Context: an optimization exercise on an open-source flow, tuned for a short achievable clock period and few clock cycles per item. The choices shown serve that exercise and are no tape-out recipe.
Only simulation tests tie the RTL to the original design; equivalence was not proved.
The clock cells of run 2 come from the design's own scripts or RTL, not from TritonCTS.
The clock input has no modelled driver; a real chip could not lean on it and would need a root buffer or a full tree.
Power and IR drop assume default switching activity.

$ cat design/flow/config.mk
export PLATFORM = sky130hd
export DESIGN_NAME = ksih
export DESIGN_NICKNAME = ksih
export VERILOG_FILES = /design/flow/design.v
export SDC_FILE = /design/flow/constraint.sdc
export NUM_CORES = 4
export LEC_CHECK = 0
export ABC_AREA = 1
export CAP_MARGIN = 20
export CORE_MARGIN = 2
export CORE_UTILIZATION = 40
export SETUP_SLACK_MARGIN = 3.5
export SLEW_MARGIN = 20
export SYNTH_HIERARCHICAL = 1
export SYNTH_MINIMUM_KEEP_SIZE = 0
$ cat design/flow/constraint.sdc
create_clock -name core_clock -period 5.0 [get_ports {clk}]
set_input_delay 1.0000 -clock core_clock [delete_from_list [all_inputs] [get_ports {clk}]]
set_output_delay 1.0000 -clock core_clock [all_outputs]
set_load 0.01 [all_outputs]
$ cat design/flow/design.v
module ksih_keydec (
    input  wire [7:0] addr,
    output reg  [4:0] data
);
    always @(*) begin
        case (addr)
            8'hE7: data = 5'h00;
            8'h77: data = 5'h01;
            8'h7B: data = 5'h02;
            8'h7D: data = 5'h03;
            8'hB7: data = 5'h04;
            8'hBB: data = 5'h05;
            8'hBD: data = 5'h06;
            8'hD7: data = 5'h07;
            8'hDB: data = 5'h08;
            8'hDD: data = 5'h09;
            8'h7E: data = 5'h0A;
            8'hBE: data = 5'h0B;
            8'hDE: data = 5'h0C;
            8'hEE: data = 5'h0D;
            8'hED: data = 5'h0E;
            8'hEB: data = 5'h0F;
            default: data = 5'h10;
        endcase
    end
endmodule
module ksih (
    input  wire        clk,
    input  wire        rst,           
    output wire [3:0]  col_o,         
    input  wire [3:0]  row_i,         
    output wire [4:0]  out_o,         
    output wire        out_we_o,      
    input  wire        edge_i,        
    output wire        irq_o,         
    input  wire        invoke_i,      
    output wire        ret_o,         
    output wire        busy_o,        
    input  wire        hcmd_valid_i,  
    input  wire [10:0] hcmd_i,        
    output wire [7:0]  hrdata_o       
);
    localparam [3:0] PAT0 = 4'b1110, PAT1 = 4'b1101, PAT2 = 4'b1011,
                     PAT3 = 4'b0111;
    localparam [4:0] NOKEY_OUT = 5'h10;
    function [15:0] codes(input [3:0] c);
        case (c)
            PAT0:    codes = 16'hABCD;
            PAT1:    codes = 16'h369E;
            PAT2:    codes = 16'h258F;
            PAT3:    codes = 16'h1470;
            default: codes = 16'h0000;
        endcase
    endfunction
    reg [3:0] col_q;
    reg [4:0] out_q;
    reg       ier_q;
    reg       isr_q;
    reg       irq_q;       
    reg       busy_q;
    reg       early_q;
    reg [3:0] pre_row_q;
    reg [3:0] pre_col_q;
    reg       first_q;     
    reg       me_q;
    reg [4:0] mres_q;
    reg [7:0] hrdata_q;
    reg       out_we_q;
    reg       ret_q;
    reg       busy_oq;
    reg [3:0] col_oq;
    wire [4:0] pre_res;
    ksih_keydec u_keydec (
        .addr ({pre_row_q, pre_col_q}),
        .data (pre_res)
    );
    wire        pre_hit  = (pre_row_q == 4'b1110) || (pre_row_q == 4'b1101) ||
                           (pre_row_q == 4'b1011) || (pre_row_q == 4'b0111);
    wire        pre_ok   = !pre_res[4] || (pre_col_q == PAT3);
    wire        is_pat0  = (col_q == PAT0);
    wire        last     = (col_q == PAT3);
    wire [3:0]  rot      = {col_q[2:0], col_q[3]};
    wire [3:0]  miss_col = last ? col_q : rot;
    wire        miss_end = first_q ? ((pre_col_q == PAT1) && pre_hit) : me_q;
    wire [4:0]  miss_res = first_q ? pre_res : mres_q;
    wire        nlast    = (miss_col == PAT3);
    wire        nend_pre = pre_ok && ({miss_col[2:0], miss_col[3]} == pre_col_q);
    wire        me_d     = nlast || nend_pre;
    wire [4:0]  mres_d   = nend_pre ? pre_res : NOKEY_OUT;
    wire        first_d  = !busy_q;
    wire [15:0] cur_cr   = codes(col_q);
    wire [3:0]  col_d, col_od, pre_row_d, pre_col_d;
    wire [4:0]  out_d;
    wire [7:0]  hrdata_d;
    wire ier_d, isr_d, irq_d, busy_d, busy_od, early_d, out_we_d, ret_d;
    wire        s_scan = busy_q && !early_q;    
    wire        s_hold = busy_q && early_q;     
    wire        s_idle = !busy_q;
    wire [15:0] crg    = cur_cr & {16{s_scan}};
    wire [4:0]  mresg  = miss_res & {5{s_scan}};
    wire [4:0]  outh   = out_q & {5{s_hold}};
    wire [3:0]  cola   = col_q & {4{s_scan}};
    wire [3:0]  colb   = miss_col & {4{s_scan}};
    wire [3:0]  colh   = col_q & {4{s_hold}};
    wire        cont   = s_scan && !miss_end;   
    wire        endm   = s_scan && miss_end;    
    wire [3:0]  colp0  = col_q & {4{is_pat0}};
    wire [3:0] m_c, m_o, m_r;
    wire hit_c, hit_o, hit_r, nohit_c, nohit_o, nohit_r;
    wire st_c, stf_c, kc_c, wrcol_c;
    wire wrout_o, ko_o;
    wire st_r, stf_r, wrout_r, rdcmb_r, istat_r, kh_r, idis_r, iclr_r, ien_r;
    ksih_dec u_dec_c (
        .row_i (row_i), .edge_i (edge_i), .isr_q (isr_q), .invoke_i (invoke_i),
        .hcmd_valid_i (hcmd_valid_i), .hcmd_i (hcmd_i), .s_idle (s_idle),
        .m (m_c), .hit (hit_c), .nohit (nohit_c), .start (st_c),
        .start_full (stf_c), .keep_col (kc_c), .h_wrcol (wrcol_c),
        .h_rdcmb (), .h_wrout (), .h_istat (), .keep_out (), .keep_hrd (),
        .h_idis (), .h_iclr (), .h_ien ()
    );
    ksih_dec u_dec_o (
        .row_i (row_i), .edge_i (edge_i), .isr_q (isr_q), .invoke_i (invoke_i),
        .hcmd_valid_i (hcmd_valid_i), .hcmd_i (hcmd_i), .s_idle (s_idle),
        .m (m_o), .hit (hit_o), .nohit (nohit_o), .start (),
        .start_full (), .keep_col (), .h_wrcol (),
        .h_rdcmb (), .h_wrout (wrout_o), .h_istat (), .keep_out (ko_o),
        .keep_hrd (), .h_idis (), .h_iclr (), .h_ien ()
    );
    ksih_dec u_dec_r (
        .row_i (row_i), .edge_i (edge_i), .isr_q (isr_q), .invoke_i (invoke_i),
        .hcmd_valid_i (hcmd_valid_i), .hcmd_i (hcmd_i), .s_idle (s_idle),
        .m (m_r), .hit (hit_r), .nohit (nohit_r), .start (st_r),
        .start_full (stf_r), .keep_col (), .h_wrcol (),
        .h_rdcmb (rdcmb_r), .h_wrout (wrout_r), .h_istat (istat_r),
        .keep_out (), .keep_hrd (kh_r), .h_idis (idis_r), .h_iclr (iclr_r),
        .h_ien (ien_r)
    );
    genvar gi;
    generate
        for (gi = 0; gi < 4; gi = gi + 1) begin : g_col
            ksih_bit_col #(.STV (gi == 0 ? 1 : gi == 1 ? 2 : 0)) u_col (
                .rst (rst), .hit (hit_c), .nohit (nohit_c),
                .start_full (stf_c), .keep (kc_c), .wrcol (wrcol_c),
                .arg (hcmd_i[gi]), .col (col_q[gi]), .colp0 (is_pat0),
                .cola (cola[gi]), .colb (colb[gi]), .colh (colh[gi]),
                .d (col_d[gi])
            );
            ksih_bit_col #(.STV (gi == 0 ? 1 : gi == 1 ? 2 : 0)) u_col_o (
                .rst (rst), .hit (hit_c), .nohit (nohit_c),
                .start_full (stf_c), .keep (kc_c), .wrcol (wrcol_c),
                .arg (hcmd_i[gi]), .col (col_q[gi]), .colp0 (is_pat0),
                .cola (cola[gi]), .colb (colb[gi]), .colh (colh[gi]),
                .d (col_od[gi])
            );
        end
        for (gi = 0; gi < 5; gi = gi + 1) begin : g_out
            ksih_bit_out u_out (
                .m (m_o), .nohit (nohit_o), .wrout (wrout_o), .keep (ko_o),
                .cr (gi == 4 ? 4'b0000 : {crg[12 + gi], crg[8 + gi], crg[4 + gi], crg[gi]}),
                .mres (mresg[gi]), .outh (outh[gi]), .arg (hcmd_i[gi]),
                .out (out_q[gi]), .d (out_d[gi])
            );
        end
        for (gi = 0; gi < 8; gi = gi + 1) begin : g_hrd
            ksih_bit_hrd u_hrd (
                .rst (rst), .rdcmb (rdcmb_r), .istat (istat_r), .keep (kh_r),
                .rc (gi < 4 ? col_q[gi] : row_i[gi - 4]),
                .st (gi == 0 ? isr_q : 1'b0), .hrd (hrdata_q[gi]),
                .d (hrdata_d[gi])
            );
        end
    endgenerate
    ksih_next_busy u_busy (
        .rst (rst), .hit (hit_r), .start (st_r), .cont (cont), .busy_d (busy_d)
    );
    ksih_next_busy u_busy_o (
        .rst (rst), .hit (hit_r), .start (st_r), .cont (cont), .busy_d (busy_od)
    );
    ksih_next_ret u_ret (
        .rst (rst), .hit (hit_r), .edge_i (edge_i), .isr_q (isr_q),
        .wrout (wrout_r), .s_idle (s_idle), .s_scan (s_scan),
        .s_hold (s_hold), .endm (endm), .early_q (early_q),
        .ret_d (ret_d), .out_we_d (out_we_d), .early_d (early_d)
    );
    ksih_next_irq u_irq (
        .rst (rst), .edge_i (edge_i), .a0 (hcmd_i[0]), .start (st_r),
        .start_full (stf_r), .idis (idis_r), .iclr (iclr_r), .ien (ien_r),
        .ier_q (ier_q), .isr_q (isr_q), .ier_d (ier_d), .isr_d (isr_d),
        .irq_d (irq_d)
    );
    assign pre_row_d = busy_q ? pre_row_q : row_i;
    assign pre_col_d = busy_q ? pre_col_q : col_q;
    always @(posedge clk) begin
        col_q     <= col_d;
        out_q     <= out_d;
        ier_q     <= ier_d;
        isr_q     <= isr_d;
        irq_q     <= irq_d;
        busy_q    <= busy_d;
        early_q   <= early_d;
        pre_row_q <= pre_row_d;
        pre_col_q <= pre_col_d;
        first_q   <= first_d;
        me_q      <= me_d;
        mres_q    <= mres_d;
        hrdata_q  <= hrdata_d;
        out_we_q  <= out_we_d;
        ret_q     <= ret_d;
        busy_oq   <= busy_od;
        col_oq    <= col_od;
    end
    assign col_o    = col_oq;
    assign out_o    = out_q;
    assign out_we_o = out_we_q;
    assign irq_o    = irq_q;
    assign ret_o    = ret_q;
    assign busy_o   = busy_oq;
    assign hrdata_o = hrdata_q;
endmodule
module ksih_dec (
    input  wire [3:0]  row_i,
    input  wire        edge_i,
    input  wire        isr_q,
    input  wire        invoke_i,
    input  wire        hcmd_valid_i,
    input  wire [10:0] hcmd_i,
    input  wire        s_idle,
    output wire [3:0]  m,           
    output wire        hit,
    output wire        nohit,
    output wire        start,       
    output wire        start_full,  
    output wire        keep_col,    
    output wire        h_wrcol,
    output wire        h_rdcmb,
    output wire        h_wrout,
    output wire        h_istat,
    output wire        keep_out,    
    output wire        keep_hrd,    
    output wire        h_idis,
    output wire        h_iclr,
    output wire        h_ien
);
    assign m     = {row_i == 4'b0111, row_i == 4'b1011,
                    row_i == 4'b1101, row_i == 4'b1110};
    assign hit   = |m;
    assign nohit = !hit;
    wire   full  = isr_q | edge_i;
    wire   host  = s_idle && !invoke_i && hcmd_valid_i;
    wire [2:0] op = hcmd_i[10:8];
    assign start      = s_idle && invoke_i;
    assign start_full = s_idle && invoke_i && full;
    assign h_wrcol    = host && op == 3'd0;
    assign h_rdcmb    = host && op == 3'd1;
    assign h_wrout    = host && op == 3'd2;
    assign h_istat    = host && op == 3'd3;
    assign h_idis     = host && op == 3'd4;
    assign h_iclr     = host && op == 3'd5;
    assign h_ien      = host && op == 3'd6;
    assign keep_col   = s_idle && !(invoke_i && full) && !h_wrcol;
    assign keep_out   = s_idle && !h_wrout;
    assign keep_hrd   = !(host && (op == 3'd1 || op == 3'd3));
endmodule
module ksih_bit_col #(parameter STV = 0) (
    input  wire rst,
    input  wire hit,
    input  wire nohit,
    input  wire start_full,
    input  wire keep,
    input  wire wrcol,
    input  wire arg,
    input  wire col,
    input  wire colp0,    
    input  wire cola,     
    input  wire colb,     
    input  wire colh,     
    output wire d
);
    wire to1 = colp0 && nohit;
    wire st  = (STV == 1) ? to1 : (STV == 2) ? !to1 : 1'b1;
    assign d = rst || (hit && cola) || (nohit && colb) || colh ||
               (start_full && st) || (wrcol && arg) || (keep && col);
endmodule
module ksih_bit_out (
    input  wire [3:0] m,
    input  wire       nohit,
    input  wire       wrout,
    input  wire       keep,
    input  wire [3:0] cr,     
    input  wire       mres,   
    input  wire       outh,   
    input  wire       arg,
    input  wire       out,
    output wire       d
);
    assign d = |(m & cr) || (nohit && mres) || outh || (wrout && arg) ||
               (keep && out);
endmodule
module ksih_bit_hrd (
    input  wire rst,
    input  wire rdcmb,
    input  wire istat,
    input  wire keep,
    input  wire rc,       
    input  wire st,       
    input  wire hrd,
    output wire d
);
    assign d = !rst && ((rdcmb && rc) || (istat && st) || (keep && hrd));
endmodule
module ksih_next_busy (
    input  wire rst,
    input  wire hit,
    input  wire start,
    input  wire cont,       
    output wire busy_d
);
    assign busy_d = !rst && ((cont && !hit) || start);
endmodule
module ksih_next_ret (
    input  wire rst,
    input  wire hit,
    input  wire edge_i,
    input  wire isr_q,
    input  wire wrout,
    input  wire s_idle,
    input  wire s_scan,
    input  wire s_hold,
    input  wire endm,       
    input  wire early_q,
    output wire ret_d,
    output wire out_we_d,
    output wire early_d
);
    assign ret_d    = !rst && (s_hold || endm || (s_scan && hit));
    assign out_we_d = !rst && (endm || (s_scan && hit) || wrout);
    assign early_d  = s_idle ? !(isr_q | edge_i) : early_q;
endmodule
module ksih_next_irq (
    input  wire rst,
    input  wire edge_i,
    input  wire a0,
    input  wire start,
    input  wire start_full,
    input  wire idis,
    input  wire iclr,
    input  wire ien,
    input  wire ier_q,
    input  wire isr_q,
    output wire ier_d,
    output wire isr_d,
    output wire irq_d
);
    assign ier_d = !rst && (start_full || (ien && a0) ||
                            (ier_q && !start && !(idis && a0)));
    assign isr_d = !rst && !start && (edge_i || (isr_q && !(iclr && a0)));
    assign irq_d = ier_d && isr_d;
endmodule
$ cat design/flow/run.sh
#!/bin/bash
# synth_recipe.tcl (not shown) runs the flow's synth.tcl, then flattens the netlist and writes it again
# the make line also repeats each setting of config.mk as NAME=value (left out here)
make -C /OpenROAD-flow-scripts/flow DESIGN_CONFIG=/design/flow/config.mk WORK_HOME=/design/flow/orfs CLKGATE_MAP_FILE= SYNTH_SCRIPT=/design/flow/synth_recipe.tcl finish
==> flow_summary_export.csv, run 1 <==
group,metric,value,unit
cells_and_area,final_cell_mix,"nand2_1 (212), inv_1 (72), nor2_1 (53)",
floorplanning,die_width,95.27,um
cells_and_area,layout-drive-gt1-share,38.90,%
synth,avgSynthCellArea,5.686,um2
power_and_ir_drop,peakVddDrop,0.1640,mV
sta,skew,7.398,ps
floorplanning,fp.dieH,95.27,um
cells_and_area,nNetsFinal,708,
worst_setup_path,rrSetupSlack,3300,ps
worst_setup_path,slowest_delay,360,ps
drt,ant_nets,0,
drt,drcViolationCount,0,
floorplanning,num_io_pins,41,
worst_setup_path,worstPathArrival,760,ps
worst_setup_path,timing.rr.start,"pre_col_q[2]",
clocking,cts_buffer_depth,2,
placed_design,dp_slack,1922,ps
drt,wire_per_inst,12.42,um
worst_setup_path,cp_top_family,"flip-flops",
run,drv_cap,0,
cells_and_area,fillerInstances,755,
clocking,clock-root-buffer,"clkbuf_8",
drt,detail_route.vias_per_cell,4.675,
synth,ys_warn_count,8,
drt,drtIter0Drc,145,
clocking,cts_buffers,5,
drt,drt_pre_antenna_iters,5,
synth,netlist_area,0.003332,mm2
cells_and_area,regArea,988.4,um2
placed_design,place_congestion,0.8606,
worst_setup_path,critPathBufInv,1,
sta,tightestPinTransition,510.0,ps
drt,drt_wl_total,9.864,mm
worst_setup_path,critPathMaxFanout,2,
clocking,htreeDepth,2,
cells_and_area,utilization,62.65,%
worst_setup_path,end_kind,"output port",
worst_setup_path,critPathLaunchType,"register",
global_route,grt_util_all_layers,22.21,%
floorplanning,fp-row-count,33,
min_path,hold_path.startpoint,"early_q",
clocking,clock_latency,300,ps
global_route,antenna_found_initial,0,
cells_and_area,area_growth,52.95,%
sta,tns,0,ps
worst_setup_path,crit_required,4000,ps
cells_and_area,final_common_cell,"nand2_1",
worst_setup_path,critPathKind,"reg -> out",
placed_design,port_buffers,37,
min_path,hold_depth,2,
cells_and_area,postLayoutCellArea,0.005096,mm2
sta,rsz0062_at_grt,"true",
clocking,cts_sinks,44,
clocking,clk_pin_slew_worst_paths,90,ps
placed_design,postPlaceCellArea,0.003960,mm2
worst_setup_path,slowest_stage,"dfxtp_2",
placed_design,hpwlAfterDp,6.044,mm
sta,period_minus_slack,1758,ps
min_path,worstHoldEndpoint,"early_q",
floorplanning,core,0.008134,mm2
min_path,worstHoldPathType,"reg -> reg",
sta,fin_crit_sh,35.17,%
synth,postSynthCellCount,586,
sta,max_freq,568.7,MHz
cells_and_area,multi_input_area,0.002529,mm2
global_route,grt_pass1_vias,3431,
floorplanning,die_area,0.009076,mm2
global_route,grt_overflow_total,0,
power_and_ir_drop,p_leak,2.700,nW
global_route,grt_max_degree,23,
sta,fin_ws,3242,ps
status,status,"timing/DRC/antenna clean",
worst_setup_path,crit_chain,"buf_6",
drt,vias,3712,
global_route,grt_first_pass_wirelength,15.84,mm
sta,setup_viol,0,
worst_setup_path,regToRegEndpoint,"out_q[3]",
power_and_ir_drop,cellPowerDensity,222.0,mW/mm2
sta,relSlewSlack,66.00,%
sta,finalHoldViolCount,0,
floorplanning,start_util,40.96,%
sta,slew_violations,0,
clocking,cts_tree,"built",
worst_setup_path,worstRegToRegCells,13,
cells_and_area,n_antenna_cell,0,
-- registers in the layout, summed over array words and instances (netlist names) --
name       flops
busy_oq        1
busy_q         1
col_oq         4
col_q          4
early_q        1
first_q        1
hrdata_q       8
ier_q          1
irq_q          1
isr_q          1
me_q           1
mres_q         5
out_q          5
out_we_q       1
pre_col_q      4
pre_row_q      4
ret_q          1
-- worst max path at each step --
stage | start | to | slack [ps] | cells after the start
after global placement | row_i[2] | col_oq[0] | 1960 | 10
after global routing | pre_col_q[2] | out_q[4] | 3180 | 14
final | hrdata_q[3] | hrdata_o[3] | 3240 | 1
after CTS | out_q[4] | out_o[4] | 3220 | 1
after floorplan | invoke_i | hrdata_q[0] | 3210 | 7
after detailed placement | row_i[2] | col_oq[0] | 1920 | 10
-- final cells by class --
cell class,instances,share of cell area (%)
well taps,105,2.578
flip-flops and latches,44,19.40
clock inverters,1,0.09821
repair buffers,83,18.00
repair inverters,1,0.07366
clock buffers,7,1.915
multi-input cells,454,49.62
inverters,99,8.323
-- power by group --
part	switching (mW)	internal, mW
Combinational	0.236	0.191
Sequential	0.0406	0.405
Clock	0.129	0.128
-- metrics by stage --
stage                     cells  hold WS (ps)  power [mW]
after floorplan             597         491.9      0.6390
after global placement      737         505.3      0.7464
after detailed placement    737         511.2      0.7526
after CTS                   786         524.4       1.099
after global routing        794         564.6       1.203
final                       794         529.4       1.131
-- repair_timing --
item,in CTS,in global routing
buffers inserted,34,8
pin swaps,84,63
resized for setup,273,84
endpoints found under the setup margin,59,55
gates cloned,7,0
hold buffers,0,0
endpoints found under the hold margin,0,0
-- metal layers --
| metal | share of wire [%] | vias to the layer above | GRT usage, % |
|---|---|---|---|
| met2 | 50 | 73 | 37.97 |
| li1 | - | 1950 | - |
| met4 | 2.1 | 0 | 7.850 |
| met1 | 44 | 1671 | 28.20 |
| met5 | 0 | - | 0 |
| met3 | 3.7 | 18 | 3.636 |
Testbench counts, summed over its fixed seeds: cycles 10,537, runs 3,200.
==> run 2: changes to the inputs <==
==> design/flow/flow/run.sh (new file) <==
#!/bin/bash
# Layout flow: the standard ORFS flow, except that the clock tree that
# CTS builds is replaced by a few clock buffers, one level deep
# (see post_cts.tcl). Each tool's output goes to a log file of its own
# under orfs/logs (ORFS's own logs), and this script's output to flow.log.
set -euo pipefail
export POST_CTS_TCL="$PWD/flow/post_cts.tcl"
bash standard.sh finish > flow.log 2>&1 || { tail -50 flow.log; exit 1; }
tail -5 flow.log
==> design/flow/flow/post_cts.tcl (new file) <==
# Replace the clock tree by a few clkbuf_16 that the clock port drives,
# each driving the clock pins of a group of nearby registers.
set block [ord::get_db_block]
set db [ord::get_db]
set clk_net [[$block findBTerm clk] getNet]
set old_insts {}
set old_nets {}
foreach inst [$block getInsts] {
  set n [$inst getName]
  if {[string match "clkbuf_*" $n] || [string match "clkload*" $n]} {
    lappend old_insts $inst
    foreach it [$inst getITerms] {
      set net [$it getNet]
      if {$net != "NULL" && $net != $clk_net && [lsearch $old_nets $net] < 0} {
        lappend old_nets $net
      }
    }
  }
}
# clock pins of the registers
set sinks {}
set sx 0
set sy 0
foreach inst [$block getInsts] {
  if {[[$inst getMaster] isSequential]} {
    set it [$inst findITerm CLK]
    if {$it != "NULL"} {
      lappend sinks $it
      set box [$inst getBBox]
      incr sx [expr {([$box xMin] + [$box xMax]) / 2}]
      incr sy [expr {([$box yMin] + [$box yMax]) / 2}]
    }
  }
}
puts "post_cts: [llength $old_insts] clock tree cells removed, [llength $sinks] register clock pins"
foreach it $sinks { $it disconnect }
foreach inst $old_insts { odb::dbInst_destroy $inst }
foreach net $old_nets { if {[llength [$net getITerms]] == 0} { odb::dbNet_destroy $net } }
# Split the registers into groups by position, one clkbuf_16 each, so that
# each buffer drives few enough clock pins to keep their slew low.
set nbuf 3
set items {}
foreach it $sinks {
  set box [[$it getInst] getBBox]
  lappend items [list [expr {([$box xMin] + [$box xMax]) / 2}] [expr {([$box yMin] + [$box yMax]) / 2}] $it]
}
set items [lsort -integer -index 0 $items]
set n [llength $items]
for {set k 0} {$k < $nbuf} {incr k} {
  set lo [expr {$k * $n / $nbuf}]
  set hi [expr {($k + 1) * $n / $nbuf - 1}]
  set grp [lrange $items $lo $hi]
  set root_net [odb::dbNet_create $block clknet_root_$k]
  $root_net setSigType CLOCK
  set buf [odb::dbInst_create $block [$db findMaster sky130_fd_sc_hd__clkbuf_16] clkbuf_root_$k]
  [$buf findITerm A] connect $clk_net
  [$buf findITerm X] connect $root_net
  set gx 0
  set gy 0
  foreach e $grp {
    [lindex $e 2] connect $root_net
    incr gx [lindex $e 0]
    incr gy [lindex $e 1]
  }
  set m [llength $grp]
  $buf setLocation [expr {$gx / $m}] [expr {$gy / $m}]
  $buf setPlacementStatus PLACED
}
detailed_placement
check_placement -verbose
estimate_parasitics -placement
report_clock_latency
repair_timing_helper
detailed_placement
check_placement -verbose
estimate_parasitics -placement
report_clock_latency
report_worst_slack -max
report_worst_slack -min
==> design/flow/standard.sh (new file) <==
#!/bin/bash
# synth_recipe.tcl (not shown) runs the flow's synth.tcl, then flattens the netlist and writes it again
# the make line also repeats each setting of config.mk as NAME=value (left out here)
make -C /OpenROAD-flow-scripts/flow DESIGN_CONFIG=/design/flow/config.mk WORK_HOME=/design/flow/orfs CLKGATE_MAP_FILE= SYNTH_SCRIPT=/design/flow/synth_recipe.tcl "${@:-finish}"
removed: design/flow/run.sh
==> run 2 against run 1 <==
Core utilization decreased by 0.57 points. Via count is 0.97% lower. Still clean on timing, DRC and antenna. Final cell count is 0.50% lower. Register-to-register slack hardly changed. Synthesized cell count is the same. Total power shrank 3.9%. Clock power decreased by 17%. Die area unchanged. Global-route usage shrank 0.17 points. Hold slack got worse by 8.9 ps.
==> flow_summary_export.csv, run 2 <==
group,metric,value,unit
synth,avgSynthCellArea,5.686,um2
min_path,hold_path.startpoint,"early_q",
drt,wire_per_inst,12.27,um
floorplanning,start_util,40.96,%
global_route,grt_first_pass_wirelength,15.87,mm
worst_setup_path,cp_top_family,"buffers and inverters",
placed_design,dp_slack,1922,ps
worst_setup_path,timing.rr.start,"pre_col_q[0]",
clocking,clk_pin_slew_worst_paths,80,ps
worst_setup_path,worstPathArrival,1920,ps
global_route,grt_max_degree,23,
worst_setup_path,end_kind,"register",
power_and_ir_drop,cellPowerDensity,215.2,mW/mm2
worst_setup_path,slowest_delay,130,ps
synth,ys_warn_count,8,
worst_setup_path,critPathKind,"in -> reg",
worst_setup_path,slowest_stage,"nand2_1",
worst_setup_path,startpoint,"row_i[0]",
cells_and_area,final_cell_mix,"nand2_1 (217), inv_1 (72), nor2_1 (55)",
global_route,grt_util_all_layers,22.04,%
cells_and_area,nNetsFinal,707,
cells_and_area,utilization,62.08,%
cells_and_area,n_antenna_cell,0,
sta,rsz0062_at_grt,"true",
floorplanning,die_area,0.009076,mm2
synth,postSynthCellCount,586,
sta,period_minus_slack,1867,ps
sta,skew,9.704,ps
sta,max_freq,535.6,MHz
power_and_ir_drop,p_leak,2.689,nW
synth,netlist_area,0.003332,mm2
placed_design,place_congestion,0.8606,
floorplanning,fp.dieH,95.27,um
floorplanning,num_io_pins,41,
worst_setup_path,crit_chain,"buf_12, buf_6, inv_6, nand2_2, nor2_2, nor2_1, nand2_1, nand2_1, buf_4, a21oi_1",
floorplanning,die_width,95.27,um
cells_and_area,layout-drive-gt1-share,37.08,%
sta,finalHoldViolCount,0,
floorplanning,fp-row-count,33,
cells_and_area,largest_register,"hrdata_q",
sta,tns,0,ps
drt,vias,3676,
status,status,"timing/DRC/antenna clean",
worst_setup_path,critPathMaxFanout,5,
sta,fin_crit_sh,37.34,%
power_and_ir_drop,peakVddDrop,0.2230,mV
drt,drcViolationCount,0,
sta,setup_viol,0,
drt,drt_wl_total,9.690,mm
drt,ant_nets,0,
worst_setup_path,critPathBufInv,4,
worst_setup_path,crit_required,5060,ps
cells_and_area,largest_registers,"hrdata_q: 8 flops, mres_q: 5 flops, out_q: 5 flops",
floorplanning,core,0.008134,mm2
global_route,grt_pass1_vias,3455,
clocking,cts_sinks,44,
global_route,antenna_found_initial,0,
cells_and_area,final_common_cell,"nand2_1",
drt,detail_route.vias_per_cell,4.653,
global_route,grt_overflow_total,0,
sta,fin_ws,3133,ps
placed_design,hpwlAfterDp,6.044,mm
sta,slew_violations,0,
placed_design,port_buffers,37,
run,drv_cap,0,
cells_and_area,area_growth,51.56,%
clocking,clock_latency,140,ps
cells_and_area,largest_reg_flops,8,
drt,drtIter0Drc,142,
worst_setup_path,critPathLaunchType,"input pin",
min_path,worstHoldPathType,"reg -> reg",
power_and_ir_drop,design_power_total,1.087,mW
worst_setup_path,critPathMostFrequentCell,"nand2_1",
drt,drt_pre_antenna_iters,4,
==> run 2: changes by cell type in the layout (fill, tap and decap cells not counted), moves of 3 or more <==
cell and change:
nand2_2 -7, clkbuf_8 -5, nor2_4 -4, nand2_1 +5
inv_2 -3, a21oi_2 -3, a21oi_1 +3
==> run 2: worst reg2reg max path: stages (launching register included) <==
cell and delay [ps]:
edfxtp_1 470, inv_1 100, nand2_2 60, nor2_4 180
nand2_2 90, nand2_2 90, nor2_2 40, nand2_2 80
nor2_4 50, inv_2 50, a21oi_1 60, nand2_1 70
nand2_1 50, nor2_1 120, nand2_1 60
==> run 2: report_power, final <==
| part | leakage [nW] | switching, mW | total [mW] | internal (mW) |
|---|---|---|---|---|
| Sequential | 0.377 | 0.0401 | 0.446 | 0.405 |
| Clock | 0.0370 | 0.105 | 0.213 | 0.108 |
| Combinational | 2.28 | 0.234 | 0.428 | 0.194 |
| Total | 2.69 | 0.379 | 1.09 | 0.708 |
==> run 2: cell type report <==
type                       count  area (um2)
buffer                         3       75.07
fill                         756        3084
sequential                    44       985.9
timing repair buffer          84       937.1
multi-input combinational    454        2492
tap                          105       131.4
inverter                      99       424.2
timing repair inverter         1       3.754
==> run 2: per-layer routing <==
layer | share of wire [%] | track usage, % | up-vias
li1 | - | - | 1947
met1 | 43 | 28.00 | 1641
met2 | 51 | 38.26 | 73
met3 | 4.5 | 3.399 | 15
met4 | 2.1 | 6.884 | 0
met5 | 0 | 0 | -
==> run 2: worst paths after layout <==
kind	end	slack (ps)	cells past startpoint
worst max-delay path	ret_q	3130	10
worst min register to register	early_q	520	2
worst max register to register	out_q[4]	3310	14
worst min-delay path	early_q	520	2
==> run 2: metrics by stage <==
| step | instance area [um2] | hold slack [ps] | cells |
|---|---|---|---|
| 5_1_grt | 5050 | 568.1 | 790 |
| 3_3_place_gp | 3960 | 505.3 | 737 |
| 2_1_floorplan | 3473 | 491.9 | 597 |
| 3_5_place_dp | 3960 | 511.2 | 737 |
| 6_report | 5050 | 520.5 | 790 |

-- what the ideal ports hide --
The results above use ideal ports. As a check the final layouts listed here were re-extracted and re-timed, cells and wires unchanged. Step 1 (the two cells are an assumption about what drives the block):
set clk [get_ports {clk}]
set_driving_cell -lib_cell sky130_fd_sc_hd__clkbuf_16 $clk
set_driving_cell -lib_cell sky130_fd_sc_hd__buf_2 [delete_from_list [all_inputs] $clk]
Step 2 also shifts input and output timing later by t, the mid clock arrival at the registers, as if the neighbouring blocks saw the same clock. Slacks: ideal / step 1 / step 2; pairs: ideal / step 1.
run	t (ns)	setup slack, ns	clock arrival spread, ns
run 1	0.334	3.242 / 3.187 / 2.854	0.007 / 0.007
run 2	0.201	3.133 / 3.054 / 2.853	0.009 / 0.010
After both steps every run listed still meets setup and hold. For run 1, which loses most, drivers alone change the setup slack by -0.055 ns; drivers and shift together by -0.388 ns.
